Context: an optimization exercise on an open-source flow, tuned for small area, a short achievable clock period and few clock cycles. The choices shown serve that exercise and are no tape-out recipe.
Function was checked by simulation only, so behaviour that the tests miss may differ from the original.
No activity file was given, so power comes from the tool's default toggle rates.

--- flow/constraint.sdc ---
create_clock -name core_clock -period 9.0 [get_ports {clk}]
set_input_delay 1.8000 -clock core_clock [delete_from_list [all_inputs] [get_ports {clk}]]
set_output_delay 1.8000 -clock core_clock [all_outputs]
set_load 0.01 [all_outputs]
--- flow/design.v ---
module tape_core (
    input  wire        clk,
    input  wire        rst,             
    input  wire        ld_tape,         
    input  wire        ld_exp,          
    input  wire        ld_plen,         
    input  wire        ld_elen,         
    input  wire [3:0]  ld_addr,
    input  wire [4:0]  ld_data,
    input  wire        launch,
    input  wire        launch_mode,     
    input  wire [63:0] launch_a,
    input  wire [63:0] launch_b,
    input  wire [63:0] launch_c,
    output reg  [2:0]  status,
    output reg  [1:0]  result,
    output reg  [2:0]  cause,
    output reg  [4:0]  epc,
    output reg  [5:0]  einsn,
    output reg  [15:0] ocnt,
    output reg  [4:0]  ip,
    output reg  [63:0] reg_a,
    output reg  [63:0] reg_b,
    output reg  [63:0] reg_c,
    output reg         emit_valid,
    output reg  [15:0] emit_index,
    output reg  [2:0]  emit_digit
);
    localparam ST_IDLE    = 3'd0;
    localparam ST_RUNNING = 3'd1;
    localparam ST_HALTED  = 3'd2;
    localparam ST_ABORTED = 3'd3;
    localparam ST_FAULTED = 3'd4;
    localparam RES_NONE     = 2'd0;
    localparam RES_SUCCESS  = 2'd1;
    localparam RES_SHORT    = 2'd2;
    localparam RES_MISMATCH = 2'd3;
    localparam CAUSE_RSV_COMBO = 3'd1;
    localparam CAUSE_ODD_LEN   = 3'd2;
    localparam CAUSE_NEG_EXP   = 3'd3;
    reg [2:0] tape [0:15];
    reg [2:0] expd [0:15];
    reg [4:0] plen;
    reg [4:0] elen;
    reg       mode;
    wire running = (status == ST_RUNNING);
    wire       halt_now = ({1'b0, ip} + 6'd1) >= {1'b0, plen};
    wire [3:0] ip_lo    = ip[3:0];
    wire [3:0] ip_hi    = ip[3:0] + 4'd1;
    wire [2:0] opc      = tape[ip_lo];
    wire [2:0] opr      = tape[ip_hi];
    wire uses_combo = (opc == 3'd0) || (opc == 3'd2) || (opc == 3'd5) ||
                      (opc == 3'd6) || (opc == 3'd7);
    wire is_div     = (opc == 3'd0) || (opc == 3'd6) || (opc == 3'd7);
    reg [63:0] combo;
    always @(*) begin
        case (opr)
            3'd4:    combo = reg_a;
            3'd5:    combo = reg_b;
            3'd6:    combo = reg_c;
            default: combo = {61'd0, opr};
        endcase
    end
    wire rsv_fault = uses_combo && (opr == 3'd7);
    wire neg_fault = is_div && combo[63];
    wire        big_exp = (combo[63:6] != 58'd0);    
    wire [5:0]  k       = combo[5:0];
    wire [63:0] bias    = reg_a[63] ? ~({64{1'b1}} << k) : 64'd0;
    wire [63:0] biased  = reg_a + bias;
    wire [63:0] quot    = $signed(biased) >>> k;
    wire [63:0] div_res = big_exp ? 64'd0 : quot;
    wire [2:0]  digit   = combo[2:0];
    wire [4:0]  ip_next = ip + 5'd2;
    wire        past_end = (ocnt >= {11'd0, elen});
    wire        mismatch = past_end || (expd[ocnt[3:0]] != digit);
    always @(posedge clk) begin
        if (!running) begin
            if (ld_tape) tape[ld_addr] <= ld_data[2:0];
            if (ld_exp)  expd[ld_addr] <= ld_data[2:0];
        end
    end
    always @(posedge clk) begin
        if (rst) begin
            status     <= ST_IDLE;
            result     <= RES_NONE;
            cause      <= 3'd0;
            epc        <= 5'd0;
            einsn      <= 6'd0;
            ocnt       <= 16'd0;
            ip         <= 5'd0;
            reg_a      <= 64'd0;
            reg_b      <= 64'd0;
            reg_c      <= 64'd0;
            plen       <= 5'd0;
            elen       <= 5'd0;
            mode       <= 1'b0;
            emit_valid <= 1'b0;
            emit_index <= 16'd0;
            emit_digit <= 3'd0;
        end else begin
            emit_valid <= 1'b0;
            if (!running) begin
                if (ld_plen) plen <= ld_data;
                if (ld_elen) elen <= ld_data;
                if (launch) begin
                    reg_a  <= launch_a;
                    reg_b  <= launch_b;
                    reg_c  <= launch_c;
                    mode   <= launch_mode;
                    ip     <= 5'd0;
                    ocnt   <= 16'd0;
                    result <= RES_NONE;
                    einsn  <= 6'd0;
                    if (plen[0]) begin
                        status <= ST_FAULTED;
                        cause  <= CAUSE_ODD_LEN;
                        epc    <= plen - 5'd1;
                    end else begin
                        status <= ST_RUNNING;
                        cause  <= 3'd0;
                        epc    <= 5'd0;
                    end
                end
            end else if (halt_now) begin
                status <= ST_HALTED;
                if (!mode)
                    result <= RES_NONE;
                else if (ocnt == {11'd0, elen})
                    result <= RES_SUCCESS;
                else
                    result <= RES_SHORT;
            end else if (rsv_fault || neg_fault) begin
                status <= ST_FAULTED;
                cause  <= rsv_fault ? CAUSE_RSV_COMBO : CAUSE_NEG_EXP;
                epc    <= ip;
                einsn  <= {opc, opr};
            end else begin
                ip <= ip_next;
                case (opc)
                    3'd0: reg_a <= div_res;                        
                    3'd1: reg_b <= reg_b ^ {61'd0, opr};           
                    3'd2: reg_b <= {61'd0, digit};                 
                    3'd3: if (reg_a != 64'd0) ip <= {2'b00, opr};  
                    3'd4: reg_b <= reg_b ^ reg_c;                  
                    3'd5: begin                                    
                        emit_valid <= 1'b1;
                        emit_index <= ocnt;
                        emit_digit <= digit;
                        ocnt       <= ocnt + 16'd1;
                        if (mode && mismatch) begin
                            status <= ST_ABORTED;
                            result <= RES_MISMATCH;
                        end
                    end
                    3'd6: reg_b <= div_res;                        
                    3'd7: reg_c <= div_res;                        
                endcase
            end
        end
    end
endmodule
--- flow/run.sh ---
#!/bin/bash
# synth_recipe.tcl (not shown) runs the flow's synth.tcl, then flattens the netlist and writes it again
# the make line also repeats each setting of config.mk as NAME=value (left out here)
make -C /OpenROAD-flow-scripts/flow DESIGN_CONFIG=/design/flow/config.mk WORK_HOME=/design/flow/orfs CLKGATE_MAP_FILE= SYNTH_SCRIPT=/design/flow/synth_recipe.tcl finish
--- flow/config.mk ---
export PLATFORM = sky130hd
export DESIGN_NAME = tape_core
export DESIGN_NICKNAME = tape_core
export VERILOG_FILES = /design/flow/design.v
export SDC_FILE = /design/flow/constraint.sdc
export NUM_CORES = 4
export LEC_CHECK = 0
export CAP_MARGIN = 20
export CORE_MARGIN = 2
export CORE_UTILIZATION = 40
export SLEW_MARGIN = 20
==> run summary <==
[worst min-delay path by stage]
| stage | start | end | slack, ps | cells past startpoint |
|---|---|---|---|---|
| final | elen[1]$_SDFFE_PP0P_ | elen[1]$_SDFFE_PP0P_ | 460 | 2 |
| after CTS | elen[3]$_SDFFE_PP0P_ | elen[3]$_SDFFE_PP0P_ | 460 | 2 |
| after detailed placement | einsn[2]$_SDFFE_PP0P_ | einsn[2]$_SDFFE_PP0P_ | 450 | 1 |
| after global routing | einsn[2]$_SDFFE_PP0P_ | einsn[2]$_SDFFE_PP0P_ | 480 | 1 |
| after floorplan | elen[1]$_SDFFE_PP0P_ | elen[1]$_SDFFE_PP0P_ | 440 | 2 |
| after global placement | elen[1]$_SDFFE_PP0P_ | elen[1]$_SDFFE_PP0P_ | 450 | 2 |
[layout by cell type (no fill, tap or decap), types with 96 or more instances in the layout]
cell type and instances:
mux2i_1 126, nor2_1 364, nor3_1 97, dfxtp_1 270
buf_4 372, a21oi_1 369, nand2_1 358, o21ai_0 273
edfxtp_1 96, clkdlybuf4s50_1 458, nand3_1 99
[layer usage]
metal	up-vias	track usage	part of all wire
met1	16600	0.545	0.39
li1	15000	-	-
met2	2323	0.648	0.44
met4	2	0.237	0.067
met3	516	0.0984	0.10
met5	-	0	0.000080
[stage by stage]
step / power [uW] / util / hold WS (ps) / cell area [sq um]
after floorplan: 3600 / - / 436 / 28400
after global placement: 5230 / 0.513 / 446 / 36000
after detailed placement: 5230 / 0.513 / 448 / 36000
after CTS: 7050 / 0.533 / 458 / 37400
after global routing: 7360 / 0.534 / 478 / 37400
final: 7190 / 0.534 / 455 / 37400
[layout make-up]
cell class,instances,area [sq um],area share
Tap cell,940,1180,0.0314
Clock inverter,17,287,0.00765
Sequential cell,366,8290,0.221
Multi-Input combinational cell,2920,18900,0.505
Clock buffer,56,1160,0.0311
Antenna cell,2,5.00,0.000134
Timing Repair Buffer,833,7420,0.198
Inverter,51,193,0.00515
[registers in the layout, summed over array words and instances (netlist names), 5 cells and up, named ones only]
register	flops
reg_a	64
reg_b	64
reg_c	64
expd	48
tape	48
emit_index	16
ocnt	16
einsn	6
elen	5
epc	5
ip	5
plen	5
[critical path, delay by kind of cell, from the launching register on]
kind	cells	cell delay [ps]
xor+xnor	1	130
mux	2	910
flops	1	440
fa+ha+maj	2	430
compound gates	9	2960
simple gates	9	2210
buf+inv	7	1400
[cell families (layout without fill, tap and decap cells)]
| kind of cell | after synthesis | count (layout) |
|---|---|---|
| muxes | 191 | 191 |
| adders and majority gates | 77 | 77 |
| DFF | 366 | 366 |
| buffers and inverters | 312 | 957 |
| other | 1 | 3 |
| and+or+nand+nor | 1244 | 1244 |
| AOI/OAI and AO/OA | 1316 | 1316 |
| xor gates and xnor gates | 91 | 91 |
[where the power goes]
| group | total, uW | internal, uW | switching (uW) |
|---|---|---|---|
| Clock | 1840 | 1090 | 749 |
| Sequential | 2140 | 1840 | 305 |
| Combinational | 3210 | 1240 | 1960 |
[repair_timing]
action / CTS / global route
buffers inserted: 0 / 0
resized for setup: 0 / 6
setup endpoints to repair: 0 / 97
==> impl_metrics.toml <==
[sta]
fmax_mhz = 116
finalCriticalPeriod_ps = 8650
tns_ps = 0
timing.final.crit_share = 0.962
finalHoldViolations = 0
max-slew-margin-rel = 0.308
fin_ws_ps = 346
slew_viol_final = 0
finalSetupViolCount = 0
finClkSkew_ps = 54.7
rsz0062_at_grt = "no"
tightest_slew_ps = 1030

[cells_and_area]
area_growth_pct = 31.8
drive_above_1_share = 0.139
fin_cells = 5185
fin_nets = 4499
nFillCells = 6812

[route]
drt_pre_antenna_iters = 6
routed_wl_mm = 162
drc = 0
wire_per_inst_um = 31.3
drt_iter0_markers = 4699
ant_nets = 0
dr_total_vias = 34500
via_per_inst = 6.65

[worst_setup_path]
critPathLaunch = "ip[1]$_SDFFE_PP0P_"
path_common_cell = "buf_4"
worstReg2RegEnd = "reg_c[51]$_SDFFE_PP0P_"
reg2reg_slack_ps = 350
start_kind = "flop"
crit_required_ps = 9470
crit-reg2reg-launch = "ip[1]$_SDFFE_PP0P_"
critPathMaxFanout = 13
endpoint = "reg_c[51]$_SDFFE_PP0P_"
crit_arrival_ps = 9120
slowest_stage = "a21oi_1"
critPathMaxStageDelay_ps = 730
end_kind = "flop"
critPathKind = "flop to flop"
rr_worst_depth = 30

[synthesis]
synth-compound-area-share = 0.305
seq_area_frac_synth = 0.292
yosysTopAreaCell = "dfxtp_1"
yosysWarnings = 1
synth_cell_types = 112
yosysMostFrequentCell = "a21oi_1"
synth_ff_type = "dfxtp_1"
synth.net_count = 3884
netlist.area_leader.share = 0.190
yosys.area_share.simple = 0.206
synthesis.area_sq_um = 28400
synth_common_cells = "a21oi_1 (370), nor2_1 (367), nand2_1 (358), o21ai_0 (273), dfxtp_1 (270)"
netlist_instances = 3598
synth_fa_ha_area_frac = 0.0342
async_flop_share = 0
synth_xor_area_frac = 0.0283
syn-mean-instance-area_sq_um = 7.89
ys_seq_elements = 366
synth-edff-count = 96
synth_area_leaders = "dfxtp_1 (19%), edfxtp_1 (10%), a21oi_1 (6.5%), nor2_1 (4.9%), o21ai_0 (4.8%)"
synthMuxAreaShare = 0.0857
synth_top_family_by_area = "compound AO/OA/AOI/OAI gates"

[power]
power.density_nw_per_um2 = 192
ir_worst_vdd_v = 0.000200
p_leak_uw = 0.0140

[floorplan]
initial_core_util = 0.405
num_rows = 97
dieArea_sq_um = 73200
die_y_um = 270
placeableCoreArea_sq_um = 70100
die_x_um = 270
io_pins = 461

[clock_tree]
insertion_delay_ps = 600
clk_root_buffer_cell = "clkbuf_16"
cts_hold_buf = 0
cts_made_buffers = 41
ctsHtreeMaxLevel = 2
clk_path_buf_depth = 3
cts.sinks = 366
cts_tree = "done"
cts.reportedPaths.clkPinSlew_ps = 60

[placement]
gp_congestion = 1.07
portBuffers = 459
dp_cells = 5109
dp_slack_ps = 295
dp_hpwl_mm = 129

[grt]
grt_pass1_vias = 32100
grt_overflow = 0
antenna_found_initial = 4
grt_usage = 0.422
grt_max_degree = 77
grt_pass1_wl_mm = 229

[min_path]
min_path_type = "flop to flop"

[status]
status = "finished clean"

[flow_run]
cap_violations = 0
Testbench counts, summed over its fixed seeds: cycles 62,215.

-- port drivers added, routing unchanged --
How much do the figures lean on ideal ports? The routed layout below was timed once more, with nothing changed but the port constraints. Step 1 assumes that a clkbuf_16 drives the clock port and a buf_2 every other input. Step 2 adds t to the input delays and takes it off the output delays; t is the mean of the earliest and latest rising clock arrival at the registers after step 1. Input paths then give back, and output paths get back, about the clock's delay inside the block. a / b / c = ideal ports / drivers / drivers and shift; a / b = the first two.
shift t [ns]: 0.641
slack for setup (ns): 0.346 / 0.346 / 0.346
worst setup path after step 2: register to register
cell pins on the clock port's net: 1
After both steps this run still meets setup and hold. For this run, drivers alone change the setup slack by 0.000 ns; drivers and shift together by 0.000 ns.
